Context: an optimization exercise on an open-source flow, tuned for small area, a short achievable clock period and few clock cycles. The choices shown serve that exercise and are no tape-out recipe.
In this exercise RTL edits were held to simulation tests only and were not proved equivalent to the original.

==> run a: inputs <==
Design l2d_stack_alu, start of the top module:
module l2d_stack_alu (
    input  wire        clk,
    input  wire        rst,           
    input  wire        in_valid,
    output wire        in_ready,
    input  wire [3:0]  in_arg,        
    input  wire [12:0] in_sp,         
    input  wire [31:0] in_a,          
    input  wire [31:0] in_b,          
    output reg         out_valid,
    input  wire        out_ready,
    output reg  [2:0]  out_fault,     
    output reg  [12:0] out_sp,        
    output reg  [1:0]  out_wr,        
    output reg  [31:0] out_top,       
    output reg  [31:0] out_next       
);
clock: 10.0 ns
lec_check: 0
abc_area: 1
cap_margin: 20
core_margin: 2
core_utilization: 40
cts_buf_list: sky130_fd_sc_hd__clkbuf_8 sky130_fd_sc_hd__clkbuf_16
setup_slack_margin: 4.0
slew_margin: 20
standard.sh (not shown) runs the stock make flow with config.mk's settings and CLKGATE_MAP_FILE= SYNTH_SCRIPT=/design/flow/synth_recipe.tcl, a recipe that flattens the netlist after the stock synthesis.
==> flow/flow/run.sh <==
#!/bin/bash
# The standard layout (standard.sh: the standard flow's synthesis and ORFS flow, unchanged), with one
# difference: buffer_ports buffers every input and output port with buf_2 cells instead of
# the cell it picks by default (clkdlybuf4s50_1, a slow delay buffer).
set -euo pipefail
export BUFFER_PORTS_ARGS="-buffer_cell sky130_fd_sc_hd__buf_2"
bash standard.sh > standard.log 2>&1
==> run b: changes against run a <==
--- a/flow/design.v
+++ b/flow/design.v
@@ -98,16 +98,17 @@
     wire        quick  = ldiff[5];              
     wire [3:0]  half   = ldiff[4:1];            
     wire [32:0] dshift = {ua, 1'b0} << {half, 1'b0};
     wire        in_div = (in_arg == OP_DIV) || (in_arg == OP_MOD);
     wire sp_ge1 = (sp0 != 13'd0);
     wire sp_ge2 = (sp0[12:1] != 12'd0);
     wire is_mod = (op0 == OP_MOD);
+    wire [12:0] sp_dec = sp0 - 13'd1;
     reg  [2:0]  d_fault;
-    reg         d_dec, d_inc;    
+    reg  [12:0] d_sp;
     reg  [1:0]  d_wr;
     reg  [31:0] d_x, d_y;
     reg         d_c, d_usey;
     reg         d_div;       
     wire m_w0 = ra[0] ^ 1'b0;
     wire m_w1 = (ra[1] & ~ra[0] & ~1'b0) | (~ra[1] & ra[0] & 1'b0);
     wire m_w2 = ra[1] & ~(ra[0] & 1'b0);
@@ -1165,28 +1166,27 @@
     wire m_w1054 = m_w995 ^ m_w936 ^ m_w994;
     wire m_w1055 = (m_w995 & m_w936) | (m_w995 & m_w994) | (m_w936 & m_w994);
     wire m_w1056 = m_w997 ^ m_w940 ^ m_w996;
     wire [31:0] m_x = {m_w1056, m_w1054, m_w1052, m_w1050, m_w1048, m_w1046, m_w1044, m_w1042, m_w1040, m_w1038, m_w1036, m_w1034, m_w1032, m_w1030, m_w1028, m_w1026, m_w1024, m_w1022, m_w1020, m_w1018, m_w1016, m_w1014, m_w1012, m_w1010, m_w1008, m_w1006, m_w1004, m_w1002, m_w1000, m_w998, m_w36, m_w35};
     wire [31:0] m_y = {m_w1055, m_w1053, m_w1051, m_w1049, m_w1047, m_w1045, m_w1043, m_w1041, m_w1039, m_w1037, m_w1035, m_w1033, m_w1031, m_w1029, m_w1027, m_w1025, m_w1023, m_w1021, m_w1019, m_w1017, m_w1015, m_w1013, m_w1011, m_w1009, m_w1007, m_w1005, m_w1003, m_w1001, m_w999, m_w69, 1'b0, m_w2};
     always @(*) begin
         d_fault = F_NONE;
-        d_dec   = 1'b0;
-        d_inc   = 1'b0;
+        d_sp    = sp0;
         d_wr    = 2'b00;
         d_x     = 32'd0;
         d_y     = ra[31:0];
         d_c     = 1'b0;
         d_usey  = 1'b0;
         d_div   = 1'b0;
         case (op0)
             OP_SUB, OP_ADD, OP_MUL, OP_AND, OP_OR: begin
                 if (!sp_ge2) begin
                     d_fault = F_UNDERFLOW;
                 end else begin
-                    d_dec = 1'b1;
+                    d_sp = sp_dec;
                     d_wr = 2'b01;
                     case (op0)
                         OP_SUB:  begin d_x = rb; d_y = ~ra[31:0]; d_c = 1'b1; d_usey = 1'b1; end
                         OP_ADD:  begin d_x = rb; d_usey = 1'b1; end
                         OP_MUL:  begin d_x = m_x; d_y = m_y; d_usey = 1'b1; end
                         OP_AND:  d_x = rb & ra[31:0];
                         default: d_x = rb | ra[31:0];
@@ -1196,33 +1196,30 @@
             OP_DIV, OP_MOD: begin
                 if (!sp_ge1)
                     d_fault = F_UNDERFLOW;
                 else if (az)
                     d_fault = F_DIVZERO;
                 else if (!sp_ge2)
                     d_fault = F_UNDERFLOW;
-                else begin
+                else
                     d_div = 1'b1;
-                    d_dec = 1'b1;
-                end
             end
             OP_NOT: begin
                 if (!sp_ge1) begin
                     d_fault = F_UNDERFLOW;
                 end else begin
-                    d_wr   = 2'b01;
-                    d_y    = ~ra[31:0];
-                    d_usey = 1'b1;
+                    d_wr = 2'b01;
+                    d_x  = ~ra[31:0];
                 end
             end
             OP_POP: begin
                 if (!sp_ge1)
                     d_fault = F_UNDERFLOW;
                 else
-                    d_dec = 1'b1;
+                    d_sp = sp_dec;
             end
             OP_SWAP: begin
                 if (!sp_ge2) begin
                     d_fault = F_UNDERFLOW;
                 end else begin
                     d_wr = 2'b11;
                     d_x  = rb;
@@ -1230,23 +1227,22 @@
             end
             OP_DUP: begin
                 if (!sp_ge1) begin
                     d_fault = F_UNDERFLOW;
                 end else if (sp0 == 13'd4096) begin
                     d_fault = F_OOB;
                 end else begin
-                    d_inc  = 1'b1;
+                    d_sp   = sp0 + 13'd1;
                     d_wr   = 2'b01;
                     d_usey = 1'b1;
                 end
             end
             default: d_fault = F_BADINPUT;    
         endcase
     end
-    wire [12:0] d_sp = sp0 + {{12{d_dec}}, d_dec | d_inc};
     wire [33:0] t1  = {2'b00, rb} - {1'b0, ra};
     wire        q1  = !t1[33];
     wire [33:0] t2a = {2'b00, t1[31:0]} - {2'b00, ra[32:1]};    
     wire [33:0] t2b = {2'b00, rb} - {2'b00, ra[32:1]};          
     wire        q2a = !t2a[33];
     wire        q2b = !t2b[33];
     wire        q2  = q1 ? q2a : q2b;
@@ -1295,23 +1291,23 @@
         end
         if (div_it) begin
             x1 <= (last && is_mod) ? r2 : qn;
             inv1  <= is_mod ? rneg : qneg;
             c1    <= is_mod ? rneg : qneg;
             usey1 <= 1'b0;
             f1    <= F_NONE;
-            sp1   <= d_sp;
+            sp1   <= sp_dec;
             wr1   <= 2'b01;
         end else if (div_qk) begin
             x1    <= is_mod ? rb : 32'd0;
             inv1  <= is_mod & rneg;
             c1    <= is_mod & rneg;
             usey1 <= 1'b0;
             f1    <= F_NONE;
-            sp1   <= d_sp;
+            sp1   <= sp_dec;
             wr1   <= 2'b01;
         end else if (s0_adv) begin
             x1    <= d_x;
             y1    <= d_y;
             c1    <= d_c;
             inv1  <= 1'b0;
             usey1 <= d_usey;
CORE_UTILIZATION = 50   (was 40)
CTS_BUF_LIST = default   (was sky130_fd_sc_hd__clkbuf_8 sky130_fd_sc_hd__clkbuf_16)
PLACE_DENSITY = 0.7   (was default)
==> run c: changes against run a <==
--- a/flow/design.v
+++ b/flow/design.v
@@ -98,16 +98,17 @@
     wire        quick  = ldiff[5];              
     wire [3:0]  half   = ldiff[4:1];            
     wire [32:0] dshift = {ua, 1'b0} << {half, 1'b0};
     wire        in_div = (in_arg == OP_DIV) || (in_arg == OP_MOD);
     wire sp_ge1 = (sp0 != 13'd0);
     wire sp_ge2 = (sp0[12:1] != 12'd0);
     wire is_mod = (op0 == OP_MOD);
+    wire [12:0] sp_dec = sp0 - 13'd1;
     reg  [2:0]  d_fault;
-    reg         d_dec, d_inc;    
+    reg  [12:0] d_sp;
     reg  [1:0]  d_wr;
     reg  [31:0] d_x, d_y;
     reg         d_c, d_usey;
     reg         d_div;       
     wire m_w0 = ra[0] ^ 1'b0;
     wire m_w1 = (ra[1] & ~ra[0] & ~1'b0) | (~ra[1] & ra[0] & 1'b0);
     wire m_w2 = ra[1] & ~(ra[0] & 1'b0);
@@ -1165,28 +1166,27 @@
     wire m_w1054 = m_w995 ^ m_w936 ^ m_w994;
     wire m_w1055 = (m_w995 & m_w936) | (m_w995 & m_w994) | (m_w936 & m_w994);
     wire m_w1056 = m_w997 ^ m_w940 ^ m_w996;
     wire [31:0] m_x = {m_w1056, m_w1054, m_w1052, m_w1050, m_w1048, m_w1046, m_w1044, m_w1042, m_w1040, m_w1038, m_w1036, m_w1034, m_w1032, m_w1030, m_w1028, m_w1026, m_w1024, m_w1022, m_w1020, m_w1018, m_w1016, m_w1014, m_w1012, m_w1010, m_w1008, m_w1006, m_w1004, m_w1002, m_w1000, m_w998, m_w36, m_w35};
     wire [31:0] m_y = {m_w1055, m_w1053, m_w1051, m_w1049, m_w1047, m_w1045, m_w1043, m_w1041, m_w1039, m_w1037, m_w1035, m_w1033, m_w1031, m_w1029, m_w1027, m_w1025, m_w1023, m_w1021, m_w1019, m_w1017, m_w1015, m_w1013, m_w1011, m_w1009, m_w1007, m_w1005, m_w1003, m_w1001, m_w999, m_w69, 1'b0, m_w2};
     always @(*) begin
         d_fault = F_NONE;
-        d_dec   = 1'b0;
-        d_inc   = 1'b0;
+        d_sp    = sp0;
         d_wr    = 2'b00;
         d_x     = 32'd0;
         d_y     = ra[31:0];
         d_c     = 1'b0;
         d_usey  = 1'b0;
         d_div   = 1'b0;
         case (op0)
             OP_SUB, OP_ADD, OP_MUL, OP_AND, OP_OR: begin
                 if (!sp_ge2) begin
                     d_fault = F_UNDERFLOW;
                 end else begin
-                    d_dec = 1'b1;
+                    d_sp = sp_dec;
                     d_wr = 2'b01;
                     case (op0)
                         OP_SUB:  begin d_x = rb; d_y = ~ra[31:0]; d_c = 1'b1; d_usey = 1'b1; end
                         OP_ADD:  begin d_x = rb; d_usey = 1'b1; end
                         OP_MUL:  begin d_x = m_x; d_y = m_y; d_usey = 1'b1; end
                         OP_AND:  d_x = rb & ra[31:0];
                         default: d_x = rb | ra[31:0];
@@ -1196,33 +1196,30 @@
             OP_DIV, OP_MOD: begin
                 if (!sp_ge1)
                     d_fault = F_UNDERFLOW;
                 else if (az)
                     d_fault = F_DIVZERO;
                 else if (!sp_ge2)
                     d_fault = F_UNDERFLOW;
-                else begin
+                else
                     d_div = 1'b1;
-                    d_dec = 1'b1;
-                end
             end
             OP_NOT: begin
                 if (!sp_ge1) begin
                     d_fault = F_UNDERFLOW;
                 end else begin
-                    d_wr   = 2'b01;
-                    d_y    = ~ra[31:0];
-                    d_usey = 1'b1;
+                    d_wr = 2'b01;
+                    d_x  = ~ra[31:0];
                 end
             end
             OP_POP: begin
                 if (!sp_ge1)
                     d_fault = F_UNDERFLOW;
                 else
-                    d_dec = 1'b1;
+                    d_sp = sp_dec;
             end
             OP_SWAP: begin
                 if (!sp_ge2) begin
                     d_fault = F_UNDERFLOW;
                 end else begin
                     d_wr = 2'b11;
                     d_x  = rb;
@@ -1230,23 +1227,22 @@
             end
             OP_DUP: begin
                 if (!sp_ge1) begin
                     d_fault = F_UNDERFLOW;
                 end else if (sp0 == 13'd4096) begin
                     d_fault = F_OOB;
                 end else begin
-                    d_inc  = 1'b1;
+                    d_sp   = sp0 + 13'd1;
                     d_wr   = 2'b01;
                     d_usey = 1'b1;
                 end
             end
             default: d_fault = F_BADINPUT;    
         endcase
     end
-    wire [12:0] d_sp = sp0 + {{12{d_dec}}, d_dec | d_inc};
     wire [33:0] t1  = {2'b00, rb} - {1'b0, ra};
     wire        q1  = !t1[33];
     wire [33:0] t2a = {2'b00, t1[31:0]} - {2'b00, ra[32:1]};    
     wire [33:0] t2b = {2'b00, rb} - {2'b00, ra[32:1]};          
     wire        q2a = !t2a[33];
     wire        q2b = !t2b[33];
     wire        q2  = q1 ? q2a : q2b;
@@ -1295,23 +1291,23 @@
         end
         if (div_it) begin
             x1 <= (last && is_mod) ? r2 : qn;
             inv1  <= is_mod ? rneg : qneg;
             c1    <= is_mod ? rneg : qneg;
             usey1 <= 1'b0;
             f1    <= F_NONE;
-            sp1   <= d_sp;
+            sp1   <= sp_dec;
             wr1   <= 2'b01;
         end else if (div_qk) begin
             x1    <= is_mod ? rb : 32'd0;
             inv1  <= is_mod & rneg;
             c1    <= is_mod & rneg;
             usey1 <= 1'b0;
             f1    <= F_NONE;
-            sp1   <= d_sp;
+            sp1   <= sp_dec;
             wr1   <= 2'b01;
         end else if (s0_adv) begin
             x1    <= d_x;
             y1    <= d_y;
             c1    <= d_c;
             inv1  <= 1'b0;
             usey1 <= d_usey;
CTS_BUF_LIST = sky130_fd_sc_hd__clkbuf_4 sky130_fd_sc_hd__clkbuf_8   (was sky130_fd_sc_hd__clkbuf_8 sky130_fd_sc_hd__clkbuf_16)
==> run d: changes against run a <==
--- a/flow/design.v
+++ b/flow/design.v
@@ -88,16 +88,16 @@
                 p4[4*k +: 3]     = v3[2*k+1] ? p3[3*(2*k+1) +: 3] : p3[3*(2*k) +: 3];
             end
             lead32 = {v4[1] | v4[0], v4[1], v4[1] ? p4[7:4] : p4[3:0]};
         end
     endfunction
     wire [5:0]  lda = lead32(xa);
     wire [5:0]  ldb = lead32(xb);
-    wire [5:0]  ea = lda[5] ? {1'b0, lda[4:0]} + 6'd1 + {5'd0, pa} : {5'd0, pa};
-    wire [5:0]  eb = ldb[5] ? {1'b0, ldb[4:0]} + 6'd1 + {5'd0, pb} : {5'd0, pb};
+    wire [5:0]  ea = {1'b0, lda[4:0]} + {5'd0, lda[5]} + {5'd0, pa};
+    wire [5:0]  eb = {1'b0, ldb[4:0]} + {5'd0, ldb[5]} + {5'd0, pb};
     wire [5:0]  ldiff  = eb - ea;
     wire        quick  = ldiff[5];              
     wire [3:0]  half   = ldiff[4:1];            
     wire [32:0] dshift = {ua, 1'b0} << {half, 1'b0};
     wire        in_div = (in_arg == OP_DIV) || (in_arg == OP_MOD);
     wire sp_ge1 = (sp0 != 13'd0);
     wire sp_ge2 = (sp0[12:1] != 12'd0);
CTS_BUF_LIST = default   (was sky130_fd_sc_hd__clkbuf_8 sky130_fd_sc_hd__clkbuf_16)
==> notes <==
Core utilization: run b > run d > run c > run a. In critical path depth, run c and run a do not differ. In count of clock-buffer cells in the layout, run c and run a do not differ. Of run d and run c, run c has the higher die area (gap 2.2%, measured against run c). The highest non-clock buffer count belongs to run d, the lowest to run a. In run d the fmax is lower than in run a, by about 5%.
Testbench counts of run a, summed over its fixed seeds: cycles 33,034.
Testbench counts of run b, summed over its fixed seeds: cycles 33,034.
Testbench counts of run c, summed over its fixed seeds: cycles 33,034.
Testbench counts of run d, summed over its fixed seeds: cycles 33,034.

-- separate check: timing with driven ports --
In the flow no input, the clock included, has a driving cell. The finished layouts below were timed again as built, in two steps.
Step 1 (the two cells are an assumption about what drives the block):
set clk [get_ports {clk}]
set_driving_cell -lib_cell sky130_fd_sc_hd__clkbuf_16 $clk
set_driving_cell -lib_cell sky130_fd_sc_hd__buf_2 [delete_from_list [all_inputs] $clk]
Step 2 moves the port delays by t, midway between the first and last clock arrival at a register: inputs arrive t later, outputs are due t later. That takes back most of the time a late clock gives input paths.
a / b / c = ideal ports / drivers / drivers and shift; a / b = the first two.
run	shift t [ns]	slack for setup (ns)	hold WS [ns]	pins driven straight from the clock port
run a	0.553	4.059 / 4.048 / 3.690	0.471 / 0.471 / 0.471	1
run b	0.563	4.038 / 4.038 / 3.493	0.476 / 0.476 / 0.476	1
run c	0.631	4.110 / 4.046 / 3.579	0.473 / 0.473 / 0.473	1
run d	0.564	3.764 / 3.671 / 3.108	0.474 / 0.474 / 0.474	1
After both steps setup and hold are still met in every run listed. For run d, which loses most, drivers alone change the setup slack by -0.093 ns; drivers and shift together by -0.656 ns.
